This is an optimization exercise on Yosys and OpenROAD, whose aim is small area and few clock cycles, not a production implementation. In this exercise RTL edits were held to simulation tests only and were not proved equivalent to the original. Power is estimated from default activity; no workload was simulated.

**design/flow/run.sh**
```bash
#!/bin/bash
# synth_recipe.tcl (not shown) runs the flow's synth.tcl, then flattens the netlist and writes it again
# the make line also repeats each setting of config.mk as NAME=value (left out here)
make -C /OpenROAD-flow-scripts/flow DESIGN_CONFIG=/design/flow/config.mk WORK_HOME=/design/flow/orfs CLKGATE_MAP_FILE= SYNTH_SCRIPT=/design/flow/synth_recipe.tcl finish
```
**design/flow/config.mk**
```make
export PLATFORM = sky130hd
export DESIGN_NAME = sf_reasm
export DESIGN_NICKNAME = sf_reasm
export VERILOG_FILES = /design/flow/design.v
export SDC_FILE = /design/flow/constraint.sdc
export NUM_CORES = 4
export LEC_CHECK = 0
export CAP_MARGIN = 20
export CELL_PAD_IN_SITES_DETAIL_PLACEMENT = 1
export CELL_PAD_IN_SITES_GLOBAL_PLACEMENT = 2
export CORE_MARGIN = 2
export CORE_UTILIZATION = 25
export PLACE_DENSITY = 0.45
export SLEW_MARGIN = 20
```
**design/flow/constraint.sdc**
```tcl
create_clock -name core_clock -period 15.0 [get_ports {clk}]
set_input_delay 3.0000 -clock core_clock [delete_from_list [all_inputs] [get_ports {clk}]]
set_output_delay 3.0000 -clock core_clock [all_outputs]
set_load 0.01 [all_outputs]
```
**design/flow/design.v**
```verilog
module sf_reasm (
    input  wire         clk,
    input  wire         rst,
    input  wire         in_valid,
    input  wire [7:0]   in_data,
    input  wire         in_last,
    output wire         in_ready,
    output wire         out_valid,
    input  wire         out_ready,
    output wire [7:0]   out_data,
    output wire         out_last,
    output wire         resp_valid,
    output wire         resp_avail,
    output wire [2:0]   resp_disp,
    output wire         resp_meta_upd,
    output wire         meta_valid,
    output wire [159:0] cur_meta
);
    localparam P = 28;
    localparam W = 8 * P;
    localparam [159:0] META_NONE = {64'd0, 8'hFF, 88'd0};
    localparam [2:0] D_ACCEPTED  = 3'd0;
    localparam [2:0] D_EMITTED   = 3'd1;
    localparam [2:0] D_DUPLICATE = 3'd2;
    localparam [2:0] D_STALE     = 3'd3;
    localparam [2:0] D_OOR       = 3'd4;
    localparam [2:0] D_MALFORMED = 3'd5;
    localparam [2:0] D_LATE      = 3'd7;
    localparam [1:0] ST_RX   = 2'd0;
    localparam [1:0] ST_RESP = 2'd1;
    localparam [1:0] ST_EMIT = 2'd2;
    localparam [1:0] ST_FIX  = 2'd3;
    reg  [1:0]      state;
    reg  [5:0]      rx_cnt;
    reg  [15:0]     hf;
    reg  [7:0]      hb;
    reg  [W-1:0]    cbuf;
    reg  [W-1:0]    sb0, sb1, sb2, sb3, sb4, sb5;    
    reg  [1:0]      bound;
    reg  [31:0]     frame_id;
    reg  [7:0]      dpres;
    reg  [1:0]      fpres;
    reg  [1:0]      decoded;
    reg  [1:0]      meta_seen;
    reg  [17:0]     tags;            
    reg             meta_valid_q;
    reg  [159:0]    cur_meta_q;
    reg  [95:0]     orec;
    reg             owner;
    reg             r_avail;
    reg  [2:0]      r_disp;
    reg             r_upd;
    reg  [4:0]      pend_rem;
    reg  [2:0]      pend_tgt;
    reg             cs;
    reg  [6:0]      ep;
    reg  [1:0]      eblk;
    reg  [2:0]      cblk;
    reg             d0miss;
    wire [15:0]     f  = hf;
    wire [7:0]      b  = hb;
    wire            s  = f[0];
    wire [159:0]    rec = cbuf[167:8];       
    wire            len_ok  = (rx_cnt == 6'd31);
    wire            is_meta = (b == 8'd0);
    wire            is_fec  = (b == 8'd4);
    wire            is_oor  = (b >= 8'd5);
    wire            bound_s = bound[s];
    wire [15:0]     fid_s   = s ? frame_id[31:16] : frame_id[15:0];
    wire [15:0]     fdist   = f - fid_s;
    wire            stale   = bound_s && fdist[15];
    wire            claim   = !bound_s || (fdist != 16'd0 && !fdist[15]);
    wire [3:0]      dp_e   = claim ? 4'd0 : (s ? dpres[7:4] : dpres[3:0]);
    wire            fp_e   = claim ? 1'b0 : fpres[s];
    wire            dec_e  = claim ? 1'b0 : decoded[s];
    wire            seen_e = claim ? 1'b0 : meta_seen[s];
    wire [2:0]      cnt_e  = {2'd0, dp_e[0]} + {2'd0, dp_e[1]} + {2'd0, dp_e[2]} + {2'd0, dp_e[3]} + {2'd0, fp_e};
    wire [95:0]     srec   = (owner == s) ? cur_meta_q[95:0] : orec;
    wire            meta_chg = is_meta && (!seen_e || (rec[95:0] != srec));
    wire            filled = is_fec ? fp_e : dp_e[b[1:0]];
    wire            late   = !filled && dec_e;
    wire            stored = !filled && !dec_e;
    wire [3:0]      dp_n = (stored && !is_fec) ? (dp_e | (4'b0001 << b[1:0])) : dp_e;
    wire            fp_n = fp_e | (stored && is_fec);
    wire            complete = stored && (cnt_e == 3'd3);
    wire            keep     = stored && !complete;
    wire            in_hs   = (state == ST_RX) && in_valid;
    wire            commit  = in_hs && in_last;
    wire            accept  = len_ok && !is_oor && !stale;
    wire            pl_shift = in_hs && (rx_cnt >= 6'd4) && (rx_cnt < 6'd32);
    wire [W-1:0]    e0 = cs ? sb3 : sb0;
    wire [W-1:0]    e1 = cs ? sb4 : sb1;
    wire [W-1:0]    e2 = cs ? sb5 : sb2;
    wire [2:0]      t0 = cs ? tags[11:9]  : tags[2:0];
    wire [2:0]      t1 = cs ? tags[14:12] : tags[5:3];
    wire [2:0]      t2 = cs ? tags[17:15] : tags[8:6];
    wire [2:0]      et = {1'b0, eblk};
    wire            h0 = (t0 == et);
    wire            h1 = (t1 == et);
    wire            h2 = (t2 == et);
    wire            hc = (cblk == et);
    wire            miss = !(h0 || h1 || h2 || hc) || (hc && d0miss);
    wire [7:0]      odata = ((h0 || miss) ? e0[167:160] : 8'd0)
                          ^ ((h1 || miss) ? e1[167:160] : 8'd0)
                          ^ ((h2 || miss) ? e2[167:160] : 8'd0)
                          ^ ((hc || miss) ? cbuf[167:160] : 8'd0);
    wire [7:0]      xheads = e0[7:0] ^ e1[7:0] ^ e2[7:0];
    wire [6:0]      climit = (cblk == 3'd4) ? 7'd27 :
                             (cblk == 3'd1) ? 7'd55 :
                             (cblk == 3'd2) ? 7'd83 : 7'd111;
    wire            out_hs  = (state == ST_EMIT) && out_ready;
    wire            e_last  = (ep == 7'd91);
    wire            c_rot   = (out_hs || state == ST_FIX) && (!d0miss || ep < climit);
    wire            s_rot   = out_hs;
    wire            fix_ld  = d0miss && (state == ST_EMIT || state == ST_FIX) && (ep == climit);
    wire            long_fix = d0miss && (cblk == 3'd3);
    wire            mv = pl_shift && (pend_rem != 5'd0);
    always @(posedge clk) begin
        if (pl_shift)
            cbuf <= {in_data, cbuf[W-1:8]};
        else if (c_rot)
            cbuf <= {cbuf[7:0] ^ ((d0miss && ep < 7'd28) ? xheads : 8'd0), cbuf[W-1:8]};
    end
    always @(posedge clk) begin
        if (mv && pend_tgt == 3'd0) sb0 <= {cbuf[7:0], sb0[W-1:8]};
        else if (s_rot && !cs)     sb0 <= {sb0[7:0], sb0[W-1:8]};
        if (mv && pend_tgt == 3'd1) sb1 <= {cbuf[7:0], sb1[W-1:8]};
        else if (s_rot && !cs)     sb1 <= {sb1[7:0], sb1[W-1:8]};
        if (mv && pend_tgt == 3'd2) sb2 <= {cbuf[7:0], sb2[W-1:8]};
        else if (s_rot && !cs)     sb2 <= {sb2[7:0], sb2[W-1:8]};
        if (mv && pend_tgt == 3'd3) sb3 <= {cbuf[7:0], sb3[W-1:8]};
        else if (s_rot && cs)      sb3 <= {sb3[7:0], sb3[W-1:8]};
        if (mv && pend_tgt == 3'd4) sb4 <= {cbuf[7:0], sb4[W-1:8]};
        else if (s_rot && cs)      sb4 <= {sb4[7:0], sb4[W-1:8]};
        if (mv && pend_tgt == 3'd5) sb5 <= {cbuf[7:0], sb5[W-1:8]};
        else if (s_rot && cs)      sb5 <= {sb5[7:0], sb5[W-1:8]};
    end
    always @(posedge clk) begin
        if (in_hs) begin
            if (rx_cnt == 6'd0) hf[7:0]  <= in_data;
            if (rx_cnt == 6'd1) hf[15:8] <= in_data;
            if (rx_cnt == 6'd2) hb       <= in_data;
        end
        if (commit && accept && keep) begin
            if (s) begin
                if (cnt_e[1:0] == 2'd0) tags[11:9]  <= b[2:0];
                if (cnt_e[1:0] == 2'd1) tags[14:12] <= b[2:0];
                if (cnt_e[1:0] == 2'd2) tags[17:15] <= b[2:0];
            end else begin
                if (cnt_e[1:0] == 2'd0) tags[2:0]   <= b[2:0];
                if (cnt_e[1:0] == 2'd1) tags[5:3]   <= b[2:0];
                if (cnt_e[1:0] == 2'd2) tags[8:6]   <= b[2:0];
            end
            pend_tgt <= {1'b0, s, 1'b0} + {1'b0, s} + {1'b0, cnt_e[1:0]};
        end
        if (commit && accept && complete) begin
            cs     <= s;
            cblk   <= b[2:0];
            d0miss <= !dp_n[0];
        end
        if (commit) begin
            ep   <= 7'd0;
            eblk <= 2'd0;
        end else if (out_hs || state == ST_FIX) begin
            ep <= ep + 7'd1;
            if (ep == 7'd7 || ep == 7'd35 || ep == 7'd63)
                eblk <= eblk + 2'd1;
        end
    end
    always @(posedge clk) begin
        if (rst) begin
            state        <= ST_RX;
            rx_cnt       <= 6'd0;
            bound        <= 2'b00;
            dpres        <= 8'd0;
            fpres        <= 2'b00;
            decoded      <= 2'b00;
            meta_seen    <= 2'b00;
            meta_valid_q <= 1'b0;
            cur_meta_q   <= META_NONE;
            pend_rem     <= 5'd0;
            r_avail      <= 1'b0;
            r_disp       <= D_ACCEPTED;
            r_upd        <= 1'b0;
        end else begin
            if (mv)
                pend_rem <= pend_rem - 5'd1;
            case (state)
            ST_RX: begin
                if (in_hs && rx_cnt != 6'd63)
                    rx_cnt <= rx_cnt + 6'd1;
                if (commit) begin
                    rx_cnt  <= 6'd0;
                    r_avail <= 1'b0;
                    r_upd   <= 1'b0;
                    state   <= ST_RESP;
                    if (!len_ok)
                        r_disp <= D_MALFORMED;
                    else if (is_oor)
                        r_disp <= D_OOR;
                    else if (stale)
                        r_disp <= D_STALE;
                    else begin
                        bound[s]     <= 1'b1;
                        if (s) frame_id[31:16] <= f; else frame_id[15:0] <= f;
                        if (s) dpres[7:4] <= complete ? 4'hF : dp_n; else dpres[3:0] <= complete ? 4'hF : dp_n;
                        fpres[s]     <= fp_n;
                        decoded[s]   <= dec_e | complete;
                        meta_seen[s] <= seen_e | is_meta;
                        if (meta_chg) begin
                            cur_meta_q   <= rec;
                            meta_valid_q <= 1'b1;
                            r_upd        <= 1'b1;
                            if (owner != s)
                                orec <= cur_meta_q[95:0];
                            owner <= s;
                        end
                        if (keep)
                            pend_rem <= 5'd28;
                        if (filled)
                            r_disp <= D_DUPLICATE;
                        else if (late)
                            r_disp <= D_LATE;
                        else if (complete) begin
                            r_disp  <= D_EMITTED;
                            r_avail <= 1'b1;
                            state   <= ST_EMIT;
                        end else
                            r_disp <= D_ACCEPTED;
                    end
                end
            end
            ST_EMIT: begin
                if (out_hs && e_last)
                    state <= long_fix ? ST_FIX : ST_RX;
            end
            ST_FIX: begin
                if (ep == climit)
                    state <= ST_RESP;
            end
            ST_RESP: begin
                state <= ST_RX;
            end
            endcase
            if (fix_ld) begin
                cur_meta_q   <= rec;
                meta_valid_q <= 1'b1;
                r_upd        <= 1'b1;
                meta_seen[cs] <= 1'b1;
                if (owner != cs)
                    orec <= cur_meta_q[95:0];
                owner <= cs;
            end
        end
    end
    assign in_ready      = (state == ST_RX);
    assign out_valid     = (state == ST_EMIT);
    assign out_data      = odata;
    assign out_last      = (state == ST_EMIT) && e_last;
    assign resp_valid    = (state == ST_RESP) || (out_hs && e_last && !long_fix);
    assign resp_avail    = r_avail;
    assign resp_disp     = r_disp;
    assign resp_meta_upd = r_upd;
    assign meta_valid    = meta_valid_q;
    assign cur_meta      = cur_meta_q;
endmodule
```
==> flow_summary.html <==
<table>
<tr><th>Metric</th><th>Value</th></tr>
<tr><th colspan="2">Power and ir drop</th></tr>
<tr><td>Final Power</td><td>11.15 mW</td></tr>
<tr><td>VDD IR max</td><td>0.0001150 V</td></tr>
<tr><td>Leakage power total</td><td>22.57 nW</td></tr>
<tr><td>Cell Pwr Density</td><td>136.4 nW/um^2</td></tr>
<tr><th colspan="2">Synth</th></tr>
<tr><td>Combined area of all synthesized cells</td><td>68460 sq um</td></tr>
<tr><td>Instance count of the mapped netlist</td><td>3732</td></tr>
<tr><td>Ys Warns</td><td>1</td></tr>
<tr><td>Simple-gate area share of the yosys netlist</td><td>0.04640</td></tr>
<tr><td>Synth Area in XOR/XNOR</td><td>0.02146</td></tr>
<tr><td>Ys async rst share</td><td>0</td></tr>
<tr><td>#FFs+latches synth</td><td>1949</td></tr>
<tr><td>Net count after synthesis</td><td>3776</td></tr>
<tr><td>Synth cell types</td><td>71</td></tr>
<tr><td>Dominant combinational cell family by area after synthesis</td><td>multiplexers</td></tr>
<tr><td>Multiplexer share of the synthesized area</td><td>0.06122</td></tr>
<tr><td>Top flip-flop cell by instance count after synthesis</td><td>edfxtp_1</td></tr>
<tr><td>Post-synthesis adder-cell area fraction</td><td>0.005994</td></tr>
<tr><td>Post-Synthesis Mean Instance Area</td><td>18.34 sq um</td></tr>
<tr><td>Number of synthesized flops with an enable pin</td><td>1745</td></tr>
<tr><td>Fraction of the yosys area taken by sequential cells</td><td>0.8250</td></tr>
<tr><td>Fraction of the mapped netlist area in compound gates</td><td>0.02718</td></tr>
<tr><th colspan="2">Clocking</th></tr>
<tr><td>Clock tree from TritonCTS</td><td>yes</td></tr>
<tr><td>Clock-pin transition on the worst setup and hold timing paths</td><td>0.06 ns</td></tr>
<tr><td>Number of buffers added for setup after CTS</td><td>0</td></tr>
<tr><td>Maximum buffer depth of the clock tree</td><td>3</td></tr>
<tr><td>Source-to-sink clock delay at the later pin of the worst-skew pair</td><td>0.85 ns</td></tr>
<tr><td># clock sinks</td><td>1949</td></tr>
<tr><td>Number of H-tree branching levels</td><td>4</td></tr>
<tr><td>Number of hold buffers added after CTS</td><td>0</td></tr>
<tr><td>Cells resized by post-CTS repair</td><td>0</td></tr>
<tr><td>Clock root buffer master</td><td>clkbuf_16</td></tr>
<tr><td>Clock buffer count from CTS</td><td>214</td></tr>
<tr><th colspan="2">Worst setup path</th></tr>
<tr><td>CP max FO</td><td>43</td></tr>
<tr><td>Nature of the critical path startpoint</td><td>flip-flop</td></tr>
<tr><td>Required time worst endpoint</td><td>12.00 ns</td></tr>
<tr><td>CP Capture Type</td><td>output pin</td></tr>
<tr><td>Data arrival time of the worst path</td><td>5.68 ns</td></tr>
<tr><td>Crit Path Category</td><td>reg -&gt; out</td></tr>
<tr><td>Worst reg2reg setup slack</td><td>7.65 ns</td></tr>
<tr><th colspan="2">Placement</th></tr>
<tr><td>Area of placed instances</td><td>74790 sq um</td></tr>
<tr><td>IO buf count</td><td>190</td></tr>
<tr><td>DP HPWL</td><td>113300 um</td></tr>
<tr><td>Placer Congestion</td><td>0.7629</td></tr>
<tr><th colspan="2">Floorplanning</th></tr>
<tr><td>Number of standard-cell rows in the floorplan</td><td>192</td></tr>
<tr><td>Die Width</td><td>527.3 um</td></tr>
<tr><td>Placeable core region</td><td>272900 sq um</td></tr>
<tr><td>Initial cell density of the core</td><td>0.2509</td></tr>
<tr><td>Total I/O pin count</td><td>191</td></tr>
<tr><td>Area of the die</td><td>278100 sq um</td></tr>
<tr><td>Height of the die</td><td>527.3 um</td></tr>
<tr><th colspan="2">GRT</th></tr>
<tr><td>Initial antenna violation count</td><td>15</td></tr>
<tr><td>First-pass GRT wire length</td><td>251500 um</td></tr>
<tr><td>Pin count of the biggest net entering global routing</td><td>167</td></tr>
<tr><td>Number of global-route vias before repair</td><td>33534</td></tr>
<tr><td>Overflow left after global routing</td><td>0</td></tr>
<tr><td>Busiest layer in global routing</td><td>met2</td></tr>
<tr><td>Fraction of met1 tracks used by global routing</td><td>0.1734</td></tr>
<tr><td>Global routing met2 resource utilization</td><td>0.1981</td></tr>
<tr><td>Routing usage on met3</td><td>0.02463</td></tr>
<tr><td>Total global-route track usage</td><td>0.1244</td></tr>
<tr><th colspan="2">Route</th></tr>
<tr><td>DR vias</td><td>32869</td></tr>
<tr><td>Total wirelength of the detailed-routed design</td><td>174500 um</td></tr>
<tr><td>Post-detailed-route DRC marker count</td><td>0</td></tr>
<tr><td>Final antenna-violating net count</td><td>0</td></tr>
<tr><td>Routed length per instance</td><td>22.25 um</td></tr>
<tr><td>Drt initial violations</td><td>2524</td></tr>
<tr><td>Number of search-and-repair iterations in the first detailed-routing pass</td><td>5</td></tr>
<tr><td>Drt via density</td><td>4.192</td></tr>
<tr><th colspan="2">Timing</th></tr>
<tr><td>Final TNS setup</td><td>0 ns</td></tr>
<tr><td>Actual transition at the worst max-transition pin</td><td>1.068 ns</td></tr>
<tr><td>Final Critical Period</td><td>8.678 ns</td></tr>
<tr><td>Maximum clock frequency</td><td>115.2 MHz</td></tr>
<tr><td>Final Setup Violations</td><td>0</td></tr>
<tr><td>Max-Slew Margin vs Limit</td><td>0.2881</td></tr>
<tr><td>Final Max Slew Viols</td><td>0</td></tr>
<tr><td>Final hold vios</td><td>0</td></tr>
<tr><td>Setup repair after global routing missed its margin</td><td>false</td></tr>
<tr><td>Largest clock skew in the final design</td><td>0.04297 ns</td></tr>
<tr><td>Fin crit share</td><td>0.5785</td></tr>
<tr><th colspan="2">Layout</th></tr>
<tr><td>Layout cells sized above 1</td><td>0.1215</td></tr>
<tr><td>Core Util, Final</td><td>0.2995</td></tr>
<tr><td>Area growth, synth to finish</td><td>19.37%</td></tr>
<tr><td>Final Cell Area</td><td>81720 sq um</td></tr>
<tr><td>Number of nets in the layout</td><td>4105</td></tr>
<tr><th colspan="2">Worst hold path</th></tr>
<tr><td>Class of the worst hold path</td><td>reg -&gt; reg</td></tr>
<tr><th colspan="2">Run status</th></tr>
<tr><td>Status</td><td>complete, no violations</td></tr>
<tr><th colspan="2">Flow run</th></tr>
<tr><td>Count of maximum capacitance violations</td><td>0</td></tr>
</table>
[cells in the final DEF (no fill, tap or decap), types with 87 or more instances in the layout]
cell / instances
nand2_1: 408
clkbuf_16: 215
clkdlybuf4s50_1: 189
mux2i_1: 250
mux2_2: 146
inv_1: 87
dfxtp_1: 204
edfxtp_1: 1745
nor2_1: 98
xnor2_1: 105
[registers in the layout (all words and copies together) (netlist names), 16 cells and up, named ones only]
register / cells
cbuf: 224
sb3: 224
sb0: 224
hf: 16
sb5: 224
sb4: 224
tags: 18
sb1: 224
sb2: 224
frame_id: 30
orec: 96
cur_meta_q: 160
[area by class of cell]
type	count	area, sq um
Clock buffer	268	5619
Inverter	89	341.6
Clock inverter	135	1271
Timing Repair Buffer	229	2255
Sequential cell	1949	56480
Fill cell	27899	191200
Multi-Input combinational cell	1578	11250
Antenna cell	3	7.507
Tap cell	3589	4491
[synthesized netlist by cell type (all sizes together), types with 6 or more instances]
library cell / count / share of area
dfxtp: 204 / 0.060
ha: 28 / 0.0051
nor3: 30 / 0.0022
nand2: 413 / 0.023
a22oi: 6 / 0.00066
and2: 13 / 0.0012
nand2b: 7 / 0.00064
o22ai: 22 / 0.0020
xnor2: 106 / 0.014
clkbuf: 79 / 0.0043
mux2: 146 / 0.024
inv: 87 / 0.0048
edfxtp: 1745 / 0.77
or3: 8 / 0.00073
and3: 15 / 0.0014
a21oi: 71 / 0.0052
or4: 9 / 0.00099
mux2i: 250 / 0.037
nor2: 98 / 0.0054
a2111oi: 16 / 0.0020
xor2: 60 / 0.0078
a31oi: 13 / 0.0012
a21o: 15 / 0.0016
nand4: 22 / 0.0020
nand3: 20 / 0.0015
buf: 37 / 0.0035
a311oi: 6 / 0.00077
nor2b: 20 / 0.0018
nor4: 25 / 0.0023
o21a: 6 / 0.00066
nor3b: 9 / 0.00099
a221oi: 6 / 0.00077
o21ai: 37 / 0.0027
o221ai: 11 / 0.0014
[routing by layer]
metal,part of all wire,vias to the layer above
li1,-,14883
met4,0.020,2
met2,0.47,629
met5,0.000040,-
met1,0.47,17130
met3,0.041,225
[final timing paths]
path,start,end,cells after the start
setup / recovery,cs,out_data[4],12
hold / removal,sb1[57],sb1[49],0
setup reg to reg,hf[0],tags[17],19
hold reg to reg,sb1[57],sb1[49],0
[stage by stage]
stage	setup slack (ns)	instances	hold WS (ns)
floorplan	4.819	3732	0.4003
global placement	7.135	7433	0.4006
detailed placement	7.070	7433	0.4051
CTS	6.079	7836	0.3891
global route	5.812	7838	0.3956
finish	6.322	7840	0.3954
[logic make-up (layout without fill, tap and decap cells)]
kind of cell,count (synthesis),after routing
mux,398,398
buf+inv,205,721
xor+xnor,166,166
compound gates,272,272
other cells,0,3
simple gates,711,711
flops,1949,1949
fa+ha+maj,31,31
[worst max-delay path: stages (launching register included)]
cell,delay [ns]
edfxtp_1,0.64
buf_4,0.70
mux2i_1,0.31
xor2_1,0.19
o311ai_2,0.29
a31o_2,0.42
o41ai_2,0.07
buf_4,0.26
and2_1,0.33
nor2_1,0.11
xnor2_1,0.16
xnor2_1,0.62
clkdlybuf4s50_1,0.68
[power by group]
group | switching, mW | internal, mW | total [mW]
logic | 0.0938 | 0.0452 | 0.139
registers | 0.0120 | 5.85 | 5.86
clock network | 2.21 | 2.94 | 5.15
Testbench counts, summed over its fixed seeds: cycles 120,558.

-- what the ideal ports hide --
The results above use ideal ports. As a check the final layout listed here was re-extracted and re-timed, cells and wires unchanged.
Step 1: set_driving_cell puts a clkbuf_16 on clk and a buf_2 on each other input, an assumption about the parent block.
Step 2 adds t to the input delays and takes it off the output delays; t is the mean of the earliest and latest rising clock arrival at the registers after step 1. Input paths then give back, and output paths get back, about the clock's delay inside the block.
Slacks: ideal ports / drivers / drivers and shift; pairs: ideal ports / drivers.
t, ns: 0.919
slack for setup (ns): 6.322 / 6.232 / 7.151
hold slack, ns: 0.395 / 0.395 / 0.395
After both steps setup and hold are still met in this run. For this run, drivers alone change the setup slack by -0.090 ns; drivers and shift together by +0.829 ns.
